From an optimization exercise on the open Yosys and OpenROAD flow, aimed at small area, a short achievable clock period and few clock cycles per item; shortcuts taken in it are not production practice.
Where RTL was checked, it was by simulation tests only, not by an equivalence proof against the original.
For run 1, only the layout was checked, not whether the RTL still works.

File: design/flow/design.v
module sss_combine (
    input  wire         clk,
    input  wire         rst,           
    input  wire         in_valid,
    output wire         in_ready,
    input  wire         in_last,
    input  wire [7:0]   in_index,
    input  wire [255:0] in_value,
    output reg          out_valid,
    output wire [255:0] out_secret,
    output wire [1:0]   out_fault,     
    output reg  [3:0]   out_fault_rec  
);
    localparam integer MMAX = 16;
    function [7:0] gf_mul(input [7:0] a, input [7:0] b);
        reg [14:0] r;
        integer k;
        begin
            r = 15'd0;
            for (k = 0; k < 8; k = k + 1)
                if (b[k]) r = r ^ ({7'd0, a} << k);
            for (k = 14; k >= 8; k = k - 1)
                if (r[k]) r = r ^ (15'h11d << (k - 8));
            gf_mul = r[7:0];
        end
    endfunction
    function [7:0] gf_x(input [7:0] a);
        gf_x = {a[6:0], 1'b0} ^ (a[7] ? 8'h1d : 8'h00);
    endfunction
    function [7:0] gf_inv(input [7:0] a);
        case (a)
            8'd0: gf_inv = 8'h00; 8'd1: gf_inv = 8'h01; 8'd2: gf_inv = 8'h8e; 8'd3: gf_inv = 8'hf4;
            8'd4: gf_inv = 8'h47; 8'd5: gf_inv = 8'ha7; 8'd6: gf_inv = 8'h7a; 8'd7: gf_inv = 8'hba;
            8'd8: gf_inv = 8'had; 8'd9: gf_inv = 8'h9d; 8'd10: gf_inv = 8'hdd; 8'd11: gf_inv = 8'h98;
            8'd12: gf_inv = 8'h3d; 8'd13: gf_inv = 8'haa; 8'd14: gf_inv = 8'h5d; 8'd15: gf_inv = 8'h96;
            8'd16: gf_inv = 8'hd8; 8'd17: gf_inv = 8'h72; 8'd18: gf_inv = 8'hc0; 8'd19: gf_inv = 8'h58;
            8'd20: gf_inv = 8'he0; 8'd21: gf_inv = 8'h3e; 8'd22: gf_inv = 8'h4c; 8'd23: gf_inv = 8'h66;
            8'd24: gf_inv = 8'h90; 8'd25: gf_inv = 8'hde; 8'd26: gf_inv = 8'h55; 8'd27: gf_inv = 8'h80;
            8'd28: gf_inv = 8'ha0; 8'd29: gf_inv = 8'h83; 8'd30: gf_inv = 8'h4b; 8'd31: gf_inv = 8'h2a;
            8'd32: gf_inv = 8'h6c; 8'd33: gf_inv = 8'hed; 8'd34: gf_inv = 8'h39; 8'd35: gf_inv = 8'h51;
            8'd36: gf_inv = 8'h60; 8'd37: gf_inv = 8'h56; 8'd38: gf_inv = 8'h2c; 8'd39: gf_inv = 8'h8a;
            8'd40: gf_inv = 8'h70; 8'd41: gf_inv = 8'hd0; 8'd42: gf_inv = 8'h1f; 8'd43: gf_inv = 8'h4a;
            8'd44: gf_inv = 8'h26; 8'd45: gf_inv = 8'h8b; 8'd46: gf_inv = 8'h33; 8'd47: gf_inv = 8'h6e;
            8'd48: gf_inv = 8'h48; 8'd49: gf_inv = 8'h89; 8'd50: gf_inv = 8'h6f; 8'd51: gf_inv = 8'h2e;
            8'd52: gf_inv = 8'ha4; 8'd53: gf_inv = 8'hc3; 8'd54: gf_inv = 8'h40; 8'd55: gf_inv = 8'h5e;
            8'd56: gf_inv = 8'h50; 8'd57: gf_inv = 8'h22; 8'd58: gf_inv = 8'hcf; 8'd59: gf_inv = 8'ha9;
            8'd60: gf_inv = 8'hab; 8'd61: gf_inv = 8'h0c; 8'd62: gf_inv = 8'h15; 8'd63: gf_inv = 8'he1;
            8'd64: gf_inv = 8'h36; 8'd65: gf_inv = 8'h5f; 8'd66: gf_inv = 8'hf8; 8'd67: gf_inv = 8'hd5;
            8'd68: gf_inv = 8'h92; 8'd69: gf_inv = 8'h4e; 8'd70: gf_inv = 8'ha6; 8'd71: gf_inv = 8'h04;
            8'd72: gf_inv = 8'h30; 8'd73: gf_inv = 8'h88; 8'd74: gf_inv = 8'h2b; 8'd75: gf_inv = 8'h1e;
            8'd76: gf_inv = 8'h16; 8'd77: gf_inv = 8'h67; 8'd78: gf_inv = 8'h45; 8'd79: gf_inv = 8'h93;
            8'd80: gf_inv = 8'h38; 8'd81: gf_inv = 8'h23; 8'd82: gf_inv = 8'h68; 8'd83: gf_inv = 8'h8c;
            8'd84: gf_inv = 8'h81; 8'd85: gf_inv = 8'h1a; 8'd86: gf_inv = 8'h25; 8'd87: gf_inv = 8'h61;
            8'd88: gf_inv = 8'h13; 8'd89: gf_inv = 8'hc1; 8'd90: gf_inv = 8'hcb; 8'd91: gf_inv = 8'h63;
            8'd92: gf_inv = 8'h97; 8'd93: gf_inv = 8'h0e; 8'd94: gf_inv = 8'h37; 8'd95: gf_inv = 8'h41;
            8'd96: gf_inv = 8'h24; 8'd97: gf_inv = 8'h57; 8'd98: gf_inv = 8'hca; 8'd99: gf_inv = 8'h5b;
            8'd100: gf_inv = 8'hb9; 8'd101: gf_inv = 8'hc4; 8'd102: gf_inv = 8'h17; 8'd103: gf_inv = 8'h4d;
            8'd104: gf_inv = 8'h52; 8'd105: gf_inv = 8'h8d; 8'd106: gf_inv = 8'hef; 8'd107: gf_inv = 8'hb3;
            8'd108: gf_inv = 8'h20; 8'd109: gf_inv = 8'hec; 8'd110: gf_inv = 8'h2f; 8'd111: gf_inv = 8'h32;
            8'd112: gf_inv = 8'h28; 8'd113: gf_inv = 8'hd1; 8'd114: gf_inv = 8'h11; 8'd115: gf_inv = 8'hd9;
            8'd116: gf_inv = 8'he9; 8'd117: gf_inv = 8'hfb; 8'd118: gf_inv = 8'hda; 8'd119: gf_inv = 8'h79;
            8'd120: gf_inv = 8'hdb; 8'd121: gf_inv = 8'h77; 8'd122: gf_inv = 8'h06; 8'd123: gf_inv = 8'hbb;
            8'd124: gf_inv = 8'h84; 8'd125: gf_inv = 8'hcd; 8'd126: gf_inv = 8'hfe; 8'd127: gf_inv = 8'hfc;
            8'd128: gf_inv = 8'h1b; 8'd129: gf_inv = 8'h54; 8'd130: gf_inv = 8'ha1; 8'd131: gf_inv = 8'h1d;
            8'd132: gf_inv = 8'h7c; 8'd133: gf_inv = 8'hcc; 8'd134: gf_inv = 8'he4; 8'd135: gf_inv = 8'hb0;
            8'd136: gf_inv = 8'h49; 8'd137: gf_inv = 8'h31; 8'd138: gf_inv = 8'h27; 8'd139: gf_inv = 8'h2d;
            8'd140: gf_inv = 8'h53; 8'd141: gf_inv = 8'h69; 8'd142: gf_inv = 8'h02; 8'd143: gf_inv = 8'hf5;
            8'd144: gf_inv = 8'h18; 8'd145: gf_inv = 8'hdf; 8'd146: gf_inv = 8'h44; 8'd147: gf_inv = 8'h4f;
            8'd148: gf_inv = 8'h9b; 8'd149: gf_inv = 8'hbc; 8'd150: gf_inv = 8'h0f; 8'd151: gf_inv = 8'h5c;
            8'd152: gf_inv = 8'h0b; 8'd153: gf_inv = 8'hdc; 8'd154: gf_inv = 8'hbd; 8'd155: gf_inv = 8'h94;
            8'd156: gf_inv = 8'hac; 8'd157: gf_inv = 8'h09; 8'd158: gf_inv = 8'hc7; 8'd159: gf_inv = 8'ha2;
            8'd160: gf_inv = 8'h1c; 8'd161: gf_inv = 8'h82; 8'd162: gf_inv = 8'h9f; 8'd163: gf_inv = 8'hc6;
            8'd164: gf_inv = 8'h34; 8'd165: gf_inv = 8'hc2; 8'd166: gf_inv = 8'h46; 8'd167: gf_inv = 8'h05;
            8'd168: gf_inv = 8'hce; 8'd169: gf_inv = 8'h3b; 8'd170: gf_inv = 8'h0d; 8'd171: gf_inv = 8'h3c;
            8'd172: gf_inv = 8'h9c; 8'd173: gf_inv = 8'h08; 8'd174: gf_inv = 8'hbe; 8'd175: gf_inv = 8'hb7;
            8'd176: gf_inv = 8'h87; 8'd177: gf_inv = 8'he5; 8'd178: gf_inv = 8'hee; 8'd179: gf_inv = 8'h6b;
            8'd180: gf_inv = 8'heb; 8'd181: gf_inv = 8'hf2; 8'd182: gf_inv = 8'hbf; 8'd183: gf_inv = 8'haf;
            8'd184: gf_inv = 8'hc5; 8'd185: gf_inv = 8'h64; 8'd186: gf_inv = 8'h07; 8'd187: gf_inv = 8'h7b;
            8'd188: gf_inv = 8'h95; 8'd189: gf_inv = 8'h9a; 8'd190: gf_inv = 8'hae; 8'd191: gf_inv = 8'hb6;
            8'd192: gf_inv = 8'h12; 8'd193: gf_inv = 8'h59; 8'd194: gf_inv = 8'ha5; 8'd195: gf_inv = 8'h35;
            8'd196: gf_inv = 8'h65; 8'd197: gf_inv = 8'hb8; 8'd198: gf_inv = 8'ha3; 8'd199: gf_inv = 8'h9e;
            8'd200: gf_inv = 8'hd2; 8'd201: gf_inv = 8'hf7; 8'd202: gf_inv = 8'h62; 8'd203: gf_inv = 8'h5a;
            8'd204: gf_inv = 8'h85; 8'd205: gf_inv = 8'h7d; 8'd206: gf_inv = 8'ha8; 8'd207: gf_inv = 8'h3a;
            8'd208: gf_inv = 8'h29; 8'd209: gf_inv = 8'h71; 8'd210: gf_inv = 8'hc8; 8'd211: gf_inv = 8'hf6;
            8'd212: gf_inv = 8'hf9; 8'd213: gf_inv = 8'h43; 8'd214: gf_inv = 8'hd7; 8'd215: gf_inv = 8'hd6;
            8'd216: gf_inv = 8'h10; 8'd217: gf_inv = 8'h73; 8'd218: gf_inv = 8'h76; 8'd219: gf_inv = 8'h78;
            8'd220: gf_inv = 8'h99; 8'd221: gf_inv = 8'h0a; 8'd222: gf_inv = 8'h19; 8'd223: gf_inv = 8'h91;
            8'd224: gf_inv = 8'h14; 8'd225: gf_inv = 8'h3f; 8'd226: gf_inv = 8'he6; 8'd227: gf_inv = 8'hf0;
            8'd228: gf_inv = 8'h86; 8'd229: gf_inv = 8'hb1; 8'd230: gf_inv = 8'he2; 8'd231: gf_inv = 8'hf1;
            8'd232: gf_inv = 8'hfa; 8'd233: gf_inv = 8'h74; 8'd234: gf_inv = 8'hf3; 8'd235: gf_inv = 8'hb4;
            8'd236: gf_inv = 8'h6d; 8'd237: gf_inv = 8'h21; 8'd238: gf_inv = 8'hb2; 8'd239: gf_inv = 8'h6a;
            8'd240: gf_inv = 8'he3; 8'd241: gf_inv = 8'he7; 8'd242: gf_inv = 8'hb5; 8'd243: gf_inv = 8'hea;
            8'd244: gf_inv = 8'h03; 8'd245: gf_inv = 8'h8f; 8'd246: gf_inv = 8'hd3; 8'd247: gf_inv = 8'hc9;
            8'd248: gf_inv = 8'h42; 8'd249: gf_inv = 8'hd4; 8'd250: gf_inv = 8'he8; 8'd251: gf_inv = 8'h75;
            8'd252: gf_inv = 8'h7f; 8'd253: gf_inv = 8'hff; 8'd254: gf_inv = 8'h7e; 8'd255: gf_inv = 8'hfd;
        endcase
    endfunction
    reg         vphase;        
    reg  [3:0]  cnt;           
    reg  [4:0]  rem;           
    reg         wv;            
    reg         afirst;        
    reg  [7:0]  w;             
    reg  [7:0]  P;             
    reg  [7:0]  X [0:MMAX-1];
    reg  [7:0]  E [0:MMAX-1];
    reg  [255:0] acc;
    reg         f_zero, f_dup;
    reg  [3:0]  f_zero_rec, f_dup_rec;
    wire acc_idx = !vphase && in_valid;
    wire acc_val = vphase && in_valid && wv;
    wire step    = vphase && (rem != 5'd0) && (!wv || acc_val);
    wire last_v  = acc_val && (rem == 5'd0);
    assign in_ready   = !vphase || wv;
    assign out_secret = acc;
    assign out_fault  = f_zero ? 2'd1 : (f_dup ? 2'd2 : 2'd0);
    wire [7:0] bc = vphase ? X[0] : in_index;
    reg  [7:0] d    [0:MMAX-1];
    reg  [7:0] prodE[0:MMAX-1];
    reg  [MMAX-1:0] eq;
    integer k;
    always @(*) begin
        for (k = 0; k < MMAX; k = k + 1) begin
            d[k]     = X[k] ^ bc;
            prodE[k] = gf_mul(E[k], d[k]);
            eq[k]    = (d[k] == 8'd0) && (k < cnt);
        end
    end
    wire [7:0] w_next = (f_zero || f_dup) ? 8'd0 : gf_mul(P, gf_inv(E[0]));
    reg  [7:0] col [0:7];
    reg  [255:0] prod;
    integer c, p;
    always @(*) begin
        col[0] = w;
        for (c = 1; c < 8; c = c + 1) col[c] = gf_x(col[c-1]);
        for (p = 0; p < 32; p = p + 1) begin
            prod[8*p +: 8] = 8'd0;
            for (c = 0; c < 8; c = c + 1)
                prod[8*p +: 8] = prod[8*p +: 8] ^ (in_value[8*p + c] ? col[c] : 8'd0);
        end
    end
    always @(posedge clk) begin
        if (acc_val)
            acc <= (afirst ? 256'd0 : acc) ^ prod;
    end
    integer i;
    always @(posedge clk) begin
        for (i = 0; i < MMAX; i = i + 1) begin
            if (acc_idx) begin
                if (i == cnt) begin
                    X[i] <= in_index;
                    E[i] <= in_index;
                end else if (i < cnt) begin
                    E[i] <= prodE[i];
                end
            end else if (step && i < MMAX - 1) begin
                X[i] <= X[i+1];
                E[i] <= prodE[i+1];
            end
        end
    end
    always @(posedge clk) begin
        if (acc_idx)
            P <= (cnt == 4'd0) ? in_index : gf_mul(P, in_index);
        if (step)
            w <= w_next;
    end
    always @(posedge clk) begin
        if (rst) begin
            vphase    <= 1'b0;
            cnt       <= 4'd0;
            wv        <= 1'b0;
            out_valid <= 1'b0;
        end else begin
            out_valid <= 1'b0;
            if (acc_idx) begin
                if (cnt == 4'd0) begin
                    f_zero <= 1'b0;
                    f_dup  <= 1'b0;
                end
                if (in_index == 8'd0 && !(f_zero && cnt != 4'd0)) begin
                    f_zero     <= 1'b1;
                    f_zero_rec <= cnt;
                end
                if ((|eq) && !(f_dup && cnt != 4'd0)) begin
                    f_dup     <= 1'b1;
                    f_dup_rec <= cnt;
                end
                cnt <= cnt + 4'd1;
                if (in_last) begin
                    rem    <= {1'b0, cnt} + 5'd1;
                    vphase <= 1'b1;
                    afirst <= 1'b1;
                end
            end
            if (step) begin
                wv  <= 1'b1;
                rem <= rem - 5'd1;
            end else if (last_v) begin
                wv <= 1'b0;
            end
            if (acc_val)
                afirst <= 1'b0;
            if (last_v) begin
                out_valid <= 1'b1;
                vphase    <= 1'b0;
                cnt       <= 4'd0;
            end
        end
    end
    always @(*) out_fault_rec = f_zero ? f_zero_rec : f_dup_rec;
endmodule
File: design/flow/run.sh
#!/bin/bash
# synth_recipe.tcl (not shown) runs the flow's synth.tcl, then flattens the netlist and writes it again
# the make line also repeats each setting of config.mk as NAME=value (left out here)
make -C /OpenROAD-flow-scripts/flow DESIGN_CONFIG=/design/flow/config.mk WORK_HOME=/design/flow/orfs CLKGATE_MAP_FILE= SYNTH_SCRIPT=/design/flow/synth_recipe.tcl finish
File: design/flow/config.mk
export PLATFORM = sky130hd
export DESIGN_NAME = sss_combine
export DESIGN_NICKNAME = sss_combine
export VERILOG_FILES = /design/flow/design.v
export SDC_FILE = /design/flow/constraint.sdc
export NUM_CORES = 4
export LEC_CHECK = 0
export CAP_MARGIN = 20
export CORE_MARGIN = 2
export CORE_UTILIZATION = 40
export SLEW_MARGIN = 20
File: design/flow/constraint.sdc
create_clock -name core_clock -period 20.0 [get_ports {clk}]
set_input_delay 4.0000 -clock core_clock [delete_from_list [all_inputs] [get_ports {clk}]]
set_output_delay 4.0000 -clock core_clock [all_outputs]
set_load 0.01 [all_outputs]
==> flow_metrics.tcl, run 1 <==
set metrics [dict create \
    grt_first_pass_wirelength_mm 439 \
    worst_setup_path_end_kind "flip-flop" \
    synthesis.nets 10332 \
    async_flop_share 0 \
    post-place-cells 12357 \
    globalplace.congestion 0.909 \
    max_clock_freq_mhz 102 \
    cp_max_fo 27 \
    layout.area.seq_mm2 0.0166 \
    synth_ff_type "sky130_fd_sc_hd__edfxtp_1" \
    yosysTopAreaCell "sky130_fd_sc_hd__xnor2_1" \
    cts_hold_buffers 0 \
    synth.lib_cells_used.distinct 92 \
    period_share 0.492 \
    clk_transition_reported_paths_ns 0.06 \
    seq_area_frac_synth 0.224 \
    grt-busiest-layer "met2" \
    worst_slew_pin_slew_ns 1.19 \
    setup_repair_after_global_routing_missed_its_margin "false" \
    dieArea_mm2 0.189 \
    groute.layer.met3.usage 0.0480 \
    postCtsResizedCells 0 \
    crit_path_cell_trace "clkdlybuf4s50_1 > buf_4 > mux2i_4 > xnor2_2 > nand2_1 > xnor3_1 > xnor2_1 > xnor2_1 > xnor2_1 > o211a_1 > buf_4 > inv_1 > ha_1 > nand3_1 > a21oi_1 > nor4_1 > o31a_1 > a311oi_1 > a41o_1" \
    vias_per_cell 5.57 \
    clock_sink_count 559 \
    hp-class "reg2reg" \
    rrSetupSlack_ns 13.12 \
    tritoncts "yes" \
    synthesis.area_mm2 0.0742 \
    detail_route.iter0.violations 7220 \
    fin_nets 10243 \
    crit_type "in2reg" \
    detail_route.wl_per_cell_um 23.7 \
    post-cts-setup-buffers 0 \
    layout_min_cycle_time_ns 9.84 \
    buffer_ports.inserted 531 \
    met1_usage_in_global_routing 0.396 \
    fraction_of_final_layout_cells_with_drive_strength_greater_than_1 0.0488 \
    final_cells 12545 \
    placement_rows 158 \
    timing.critical_path.arrival_ns 10.51 \
    initial_antenna_violation_count 55 \
    initial_utilization 0.401 \
    startpoint_type "input port" \
    tritoncts.num_buffers 78 \
    residual_drc 0 \
    h-tree-depth 3 \
    timing.critical_path.max_delay_family "buffers and inverters" \
    layout-area-overhead-vs-synth_pct 12.9 \
    fin_hold_viols 0 \
    maximum_buffer_depth_of_the_clock_tree 3 \
    grt_pass1_vias 66709 \
    gr-usage-all-layers 0.304 \
    finalSetupViolCount 0 \
    grt.overflow.total 0 \
    synth_enable_flop_cells 544 \
    drt_first_pass_iters 6 \
    root_buffer "sky130_fd_sc_hd__clkbuf_16" \
    core_area_mm2 0.185 \
    finClkSkew_ns 0.0433 \
    tns_ns 0 \
    worst_path_largest_cell_delay_ns 0.83 \
    grt_max_degree 131 \
    maxCapViolCount 0 \
    antenna_violating_nets_post_route 0 \
    final_max_slew_viol_count 0 \
    postRouteWirelength_mm 298 \
    crit_path_buffers_inverters 4 \
    synthesis.area_per_instance_um2 7.38 \
    vias 69899 \
    synth_top_cells_by_area "sky130_fd_sc_hd__xnor2_1, sky130_fd_sc_hd__edfxtp_1, sky130_fd_sc_hd__nand2_1, sky130_fd_sc_hd__xor2_1, sky130_fd_sc_hd__clkbuf_1" \
    area_occupied_by_multi_input_gates_mm2 0.0544 \
    dieWidth_um 435 \
    filler_cell_count 18381 \
    crit_path_top_delay_cell "sky130_fd_sc_hd__ha_1" \
    synth_top_cell_area_share 0.333 \
    ioPinCount 532 \
    clk-insertion-delay-late_ns 0.72 \
    place.detailed.hpwl_mm 194 \
    status "finished clean" \
    synth-seq-cells 559 \
    worst_slew_margin_rel 0.200 \
    global_route.usage.met2 0.475 \
    path_common_cell "sky130_fd_sc_hd__xnor2_1" \
    required_ns 20.66 \
    synth_warnings 6 \
    chipHeight_um 435 \
    postSynthCellCount 10046 \
    final_common_cell "sky130_fd_sc_hd__nand2_1" \
    highest_count_cells_in_the_layout_ignoring_fill_and_taps "sky130_fd_sc_hd__nand2_1, sky130_fd_sc_hd__xnor2_1, sky130_fd_sc_hd__edfxtp_1, sky130_fd_sc_hd__clkdlybuf4s50_1, sky130_fd_sc_hd__xor2_1" \
]
## layout make-up
class | count | share of cell area
antenna | 49 | 0.00146
clock buffer | 99 | 0.0248
clock inverter | 40 | 0.00598
inverter | 36 | 0.00173
multi-input combinational | 8556 | 0.649
sequential | 559 | 0.199
tap | 2480 | 0.0370
timing repair buffer | 726 | 0.0812
## through the flow
step | instance area, µm² | hold slack, ns | setup slack [ns] | utilization
6_report | 83800 | 0.492 | 10.16 | 0.453
3_5_place_dp | 81000 | 0.483 | 9.64 | 0.438
5_1_grt | 83700 | 0.519 | 10.02 | 0.453
2_1_floorplan | 74200 | 0.424 | 10.05 | -
3_3_place_gp | 81000 | 0.461 | 9.49 | 0.438
4_1_cts | 83600 | 0.492 | 10.39 | 0.452
## synth_stat cells, types with 9 or more instances
cell type                     n
sky130_fd_sc_hd__a21oi_1    211
sky130_fd_sc_hd__a22oi_1    131
sky130_fd_sc_hd__ha_1        18
sky130_fd_sc_hd__o21ai_0    288
sky130_fd_sc_hd__mux2i_1     34
sky130_fd_sc_hd__nand2b_1   229
sky130_fd_sc_hd__nor4_1      25
sky130_fd_sc_hd__dfxtp_1     15
sky130_fd_sc_hd__buf_1      124
sky130_fd_sc_hd__nand2_1   3373
sky130_fd_sc_hd__mux2_2      87
sky130_fd_sc_hd__edfxtp_1   544
sky130_fd_sc_hd__xnor3_1     19
sky130_fd_sc_hd__and2_1       9
sky130_fd_sc_hd__and3_1      12
sky130_fd_sc_hd__xor2_1     505
sky130_fd_sc_hd__o22ai_1     11
sky130_fd_sc_hd__nor2b_1     57
sky130_fd_sc_hd__clkbuf_1   699
sky130_fd_sc_hd__xnor2_1   2821
sky130_fd_sc_hd__buf_2       39
sky130_fd_sc_hd__a31oi_1     22
sky130_fd_sc_hd__o211ai_1    48
sky130_fd_sc_hd__o221ai_1    14
sky130_fd_sc_hd__nand3_1     37
sky130_fd_sc_hd__a21o_1      27
sky130_fd_sc_hd__inv_1       32
sky130_fd_sc_hd__nor3_1      40
sky130_fd_sc_hd__clkbuf_2    26
sky130_fd_sc_hd__nor2_1     300
sky130_fd_sc_hd__a211o_1     11
sky130_fd_sc_hd__a211oi_1    60
## metal layers
| metal | vias up | share of wire |
|---|---|---|
| met3 | 839 | 0.088 |
| li1 | 31539 | - |
| met2 | 3608 | 0.45 |
| met1 | 33905 | 0.40 |
| met4 | 8 | 0.063 |
| met5 | - | 0.00017 |
## flip-flops by register name, indices dropped and copies added (netlist names)
signal and flops:
f_dup_rec 4, f_zero 1, f_zero_rec 4, E 128
X 128, w 8, f_dup 1, P 8
vphase 1, acc 256, rem 5, out_valid 1
cnt 4, afirst 1, gf_inv$func$/design/flow/design.v:129$5493.$result 8, wv 1
## worst paths after layout
kind | startpoint | to | depth (start not counted)
worst min-delay path | wv | wv | 2
worst max-delay path | in_index[3] | flip-flop | 19
worst max register to register | vphase | flip-flop | 17
worst min register to register | wv | wv | 2
## kinds of logic (layout without fill, tap and decap cells)
group,Yosys count,in the layout,share of synthesized area
other,0,49,0
XOR/XNOR,3360,3360,0.403
multiplexers,128,128,0.0197
flip-flops,559,559,0.224
buffers and inverters,931,901,0.0487
adder cells (fa/ha/maj),18,18,0.00304
AND/OR/NAND/NOR,4125,4125,0.223
AO/OA/AOI/OAI,925,925,0.0784
## tightest hold or removal path: stages (launching register included)
cell	delay, ns
sky130_fd_sc_hd__dfxtp_1	0.33
sky130_fd_sc_hd__nand2_1	0.06
sky130_fd_sc_hd__a21oi_1	0.06
==> run 2, diff against run 1 <==
--- a/design/flow/design.v
+++ b/design/flow/design.v
@@ -97,7 +97,8 @@
     endfunction
     reg         vphase;        
     reg  [3:0]  cnt;           
-    reg  [4:0]  rem;           
+    reg  [4:0]  m;             
+    reg  [4:0]  s;             
     reg         wv;            
     reg         afirst;        
     reg  [7:0]  w;             
@@ -109,12 +110,13 @@
     reg  [3:0]  f_zero_rec, f_dup_rec;
     wire acc_idx = !vphase && in_valid;
     wire acc_val = vphase && in_valid && wv;
-    wire step    = vphase && (rem != 5'd0) && (!wv || acc_val);
-    wire last_v  = acc_val && (rem == 5'd0);
+    wire step    = vphase && (s != m) && (!wv || acc_val);
+    wire last_v  = acc_val && (s == m);
     assign in_ready   = !vphase || wv;
     assign out_secret = acc;
     assign out_fault  = f_zero ? 2'd1 : (f_dup ? 2'd2 : 2'd0);
-    wire [7:0] bc = vphase ? X[0] : in_index;
+    wire [7:0] xs_s = X[s[3:0]];
+    wire [7:0] bc   = vphase ? xs_s : in_index;
     reg  [7:0] d    [0:MMAX-1];
     reg  [7:0] prodE[0:MMAX-1];
     reg  [MMAX-1:0] eq;
@@ -126,7 +128,7 @@
             eq[k]    = (d[k] == 8'd0) && (k < cnt);
         end
     end
-    wire [7:0] w_next = (f_zero || f_dup) ? 8'd0 : gf_mul(P, gf_inv(E[0]));
+    wire [7:0] w_next = (f_zero || f_dup) ? 8'd0 : gf_mul(P, gf_inv(E[s[3:0]]));
     reg  [7:0] col [0:7];
     reg  [255:0] prod;
     integer c, p;
@@ -153,9 +155,8 @@
                 end else if (i < cnt) begin
                     E[i] <= prodE[i];
                 end
-            end else if (step && i < MMAX - 1) begin
-                X[i] <= X[i+1];
-                E[i] <= prodE[i+1];
+            end else if (step && i > s) begin
+                E[i] <= prodE[i];
             end
         end
     end
@@ -188,14 +189,15 @@
                 end
                 cnt <= cnt + 4'd1;
                 if (in_last) begin
-                    rem    <= {1'b0, cnt} + 5'd1;
+                    m      <= {1'b0, cnt} + 5'd1;
                     vphase <= 1'b1;
+                    s      <= 5'd0;
                     afirst <= 1'b1;
                 end
             end
             if (step) begin
-                wv  <= 1'b1;
-                rem <= rem - 5'd1;
+                wv <= 1'b1;
+                s  <= s + 5'd1;
             end else if (last_v) begin
                 wv <= 1'b0;
             end
==> flow_metrics.tcl, run 2 <==
set metrics [dict create \
    post-cts-setup-buffers 0 \
    timing.critical_path.arrival_ns 8.49 \
    required_ns 20.46 \
    chipHeight_um 436 \
    tritoncts.num_buffers 79 \
    fraction_of_final_layout_cells_with_drive_strength_greater_than_1 0.0486 \
    placement_rows 158 \
    vias 70682 \
    grt.overflow.total 0 \
    synth_warnings 6 \
    vias_per_cell 5.68 \
    r2r-start "s[1]" \
    async_flop_share 0 \
    cell_area_after_layout_mm2 0.0839 \
    status "finished clean" \
    max_clock_freq_mhz 125 \
    fin_hold_viols 0 \
    postCtsResizedCells 0 \
    grt_pass1_vias 67575 \
    postSynthCellCount 9972 \
    postRouteWirelength_mm 311 \
    dieWidth_um 436 \
    residual_drc 0 \
    synthesis.nets 10257 \
    final_common_cell "sky130_fd_sc_hd__nand2_1" \
    fin_nets 10155 \
    ioPinCount 532 \
    synth_top_cells_by_area "sky130_fd_sc_hd__xnor2_1, sky130_fd_sc_hd__edfxtp_1, sky130_fd_sc_hd__nand2_1, sky130_fd_sc_hd__xor2_1, sky130_fd_sc_hd__clkbuf_1" \
    yosysTopAreaCell "sky130_fd_sc_hd__xnor2_1" \
    layout-area-overhead-vs-synth_pct 12.3 \
    h-tree-depth 3 \
    registers.top_by_ff_count "acc" \
    globalplace.congestion 0.995 \
    worst_setup_path_end_kind "flip-flop" \
    synthesis.area_per_instance_um2 7.49 \
    cts_hold_buffers 0 \
    setup_repair_after_global_routing_missed_its_margin "false" \
    synth_top_cells_by_count "sky130_fd_sc_hd__nand2_1, sky130_fd_sc_hd__xnor2_1, sky130_fd_sc_hd__clkbuf_1, sky130_fd_sc_hd__edfxtp_1, sky130_fd_sc_hd__xor2_1" \
    synth-compound-area-share 0.0901 \
    detail_route.wl_per_cell_um 25.0 \
    buffer_ports.inserted 531 \
    final_max_slew_viol_count 0 \
    synthesis.area_mm2 0.0747 \
    layout_min_cycle_time_ns 8.03 \
    core_area_mm2 0.185 \
    wl_met2_mm 138 \
    seq_area_frac_synth 0.223 \
    min-delay-start "wv" \
    tns_ns 0 \
    initial_utilization 0.403 \
    crit_type "reg2reg" \
    placed_area_mm2 0.0811 \
    detail_route.iter0.violations 8558 \
    critPathLaunch "s[1]" \
    root_buffer "sky130_fd_sc_hd__clkbuf_16" \
    gr-usage-all-layers 0.314 \
    highest_count_cells_in_the_layout_ignoring_fill_and_taps "sky130_fd_sc_hd__nand2_1, sky130_fd_sc_hd__xnor2_1, sky130_fd_sc_hd__edfxtp_1, sky130_fd_sc_hd__clkdlybuf4s50_1, sky130_fd_sc_hd__xor2_1" \
    clk_transition_reported_paths_ns 0.06 \
    clock_sink_count 556 \
    synth_ff_type "sky130_fd_sc_hd__edfxtp_1" \
    grt_first_pass_wirelength_mm 458 \
    period_share 0.402 \
    largest_reg_flops 256 \
    worst_slew_margin_rel 0.187 \
    grt_max_degree 130 \
    place.detailed.hpwl_mm 204 \
    post_synth_and_or_nand_nor_area_fraction 0.215 \
    synth_top_cell_area_share 0.331 \
    initial_antenna_violation_count 43 \
    worst_slew_pin_slew_ns 1.22 \
    hold_slack_ns 0.560 \
    hp-class "reg2reg" \
    synth-seq-cells 556 \
    drt_first_pass_iters 8 \
    yosys.area_share.adder 0.00285 \
    post-place-cells 12269 \
    routed-wl-met3_mm 31.0 \
    post_synth_mux_area_share 0.0199 \
    finalSetupViolCount 0 \
    synth_enable_flop_cells 549 \
    finClkSkew_ns 0.0657 \
    dieArea_mm2 0.190 \
    route.top_layer_used "met5" \
    maximum_buffer_depth_of_the_clock_tree 3 \
    xor_xnor_cell_area_share_of_the_yosys_netlist 0.398 \
    synth.lib_cells_used.distinct 108 \
    cp_max_fo 55 \
    maxCapViolCount 0 \
    synth_top_family_by_area "XOR/XNOR gates" \
    clk-insertion-delay-late_ns 0.77 \
    post-synth-top-count-cell "sky130_fd_sc_hd__nand2_1" \
    final_cells 12452 \
    routedLengthMet1_mm 121 \
    startpoint_type "flip-flop" \
    tritoncts "yes" \
    antenna_violating_nets_post_route 0 \
    layout_top_registers "acc (256), E (128), X (128)" \
]
-- run 2: cell types whose count changed after synthesis, moves of 31 or more --
cell | previous run | this run
sky130_fd_sc_hd__a211oi_1 | 60 | 25
sky130_fd_sc_hd__a22oi_1 | 131 | 177
sky130_fd_sc_hd__clkbuf_1 | 699 | 640
sky130_fd_sc_hd__nand2_1 | 3373 | 3106
sky130_fd_sc_hd__nand3_1 | 37 | 75
sky130_fd_sc_hd__nor3_1 | 40 | 71
-- run 2: worst max-delay path, stage by stage (launching register included) --
cell and delay, ns:
sky130_fd_sc_hd__edfxtp_1 0.56, sky130_fd_sc_hd__inv_1 0.21, sky130_fd_sc_hd__ha_2 0.64, sky130_fd_sc_hd__buf_4 0.51
sky130_fd_sc_hd__nand2b_1 0.13, sky130_fd_sc_hd__o22ai_1 0.40, sky130_fd_sc_hd__a2111oi_1 0.20, sky130_fd_sc_hd__a21oi_4 0.56
sky130_fd_sc_hd__inv_2 0.40, sky130_fd_sc_hd__buf_4 0.42, sky130_fd_sc_hd__ha_1 0.32, sky130_fd_sc_hd__nor3_1 0.37
sky130_fd_sc_hd__a21oi_1 0.13, sky130_fd_sc_hd__and3_1 0.20, sky130_fd_sc_hd__o41ai_2 0.78, sky130_fd_sc_hd__nor2_1 0.33
sky130_fd_sc_hd__nor2_1 0.20, sky130_fd_sc_hd__xnor2_1 0.16, sky130_fd_sc_hd__xnor2_1 0.14, sky130_fd_sc_hd__xnor2_2 0.32
sky130_fd_sc_hd__xnor3_1 0.40, sky130_fd_sc_hd__mux2_4 0.30
-- run 2: layer usage --
metal,vias up,track usage
li1,31627,-
met1,33883,0.403
met2,4219,0.484
met3,945,0.0568
met4,8,0.205
met5,-,0
-- run 2: path summary, 6_finish.rpt --
| path | end | slack [ns] | cells past startpoint |
|---|---|---|---|
| worst max-delay path | w[4] | 11.97 | 21 |
| worst min-delay path | wv | 0.56 | 2 |
| worst max register to register | w[4] | 11.97 | 21 |
| worst min register to register | wv | 0.56 | 2 |
-- run 2: stage by stage --
step | util | setup slack [ns]
global placement | 0.437 | 11.53
detailed placement | 0.438 | 11.61
floorplan | - | 10.29
CTS | 0.452 | 12.35
finish | 0.452 | 11.97
global route | 0.452 | 11.76
-- run 2: final cells by class --
class | instances | area (µm²)
clock buffers | 95 | 2080
clock inverters | 51 | 561
well taps | 2480 | 3100
inverters | 49 | 191
flip-flops and latches | 556 | 16600
fillers | 18312 | 102000
diodes | 37 | 92.6
multi-input cells | 8483 | 54600
repair buffers | 701 | 6610
-- run 2: logic make-up after synthesis --
group | after synthesis
multiplexers | 132
adder cells (fa/ha/maj) | 17
AO/OA/AOI/OAI | 1012
XOR/XNOR | 3373
AND/OR/NAND/NOR | 3949
flip-flops | 556
buffers and inverters | 933
Testbench counts of run 2, summed over its fixed seeds: cycles 9,828, commands 384.

## static timing again, ports no longer ideal
How much do the figures lean on ideal ports? The routed layouts below were timed once more, with nothing changed but the port constraints. Step 1 sets driving cells, clkbuf_16 on the clock port and buf_2 on the other inputs (assumed; they add their load-dependent delay and slew). Step 2 adds t to the input delays and takes it off the output delays; t is the mean of the earliest and latest rising clock arrival at the registers after step 1. Input paths then give back, and output paths get back, about the clock's delay inside the block. Slacks: no drivers / after step 1 / after step 2; pairs: no drivers / after step 1.
run	t (ns)	slack for setup (ns)	worst data-port slew with drivers (ns)
run 1	0.783	10.157 / 10.218 / 9.435	0.24
run 2	0.832	11.969 / 11.969 / 11.512	0.16
After both steps setup and hold are still met in every run listed. The setup slack of run 1, which loses most, moves by +0.061 ns with the drivers and by -0.722 ns with both steps.
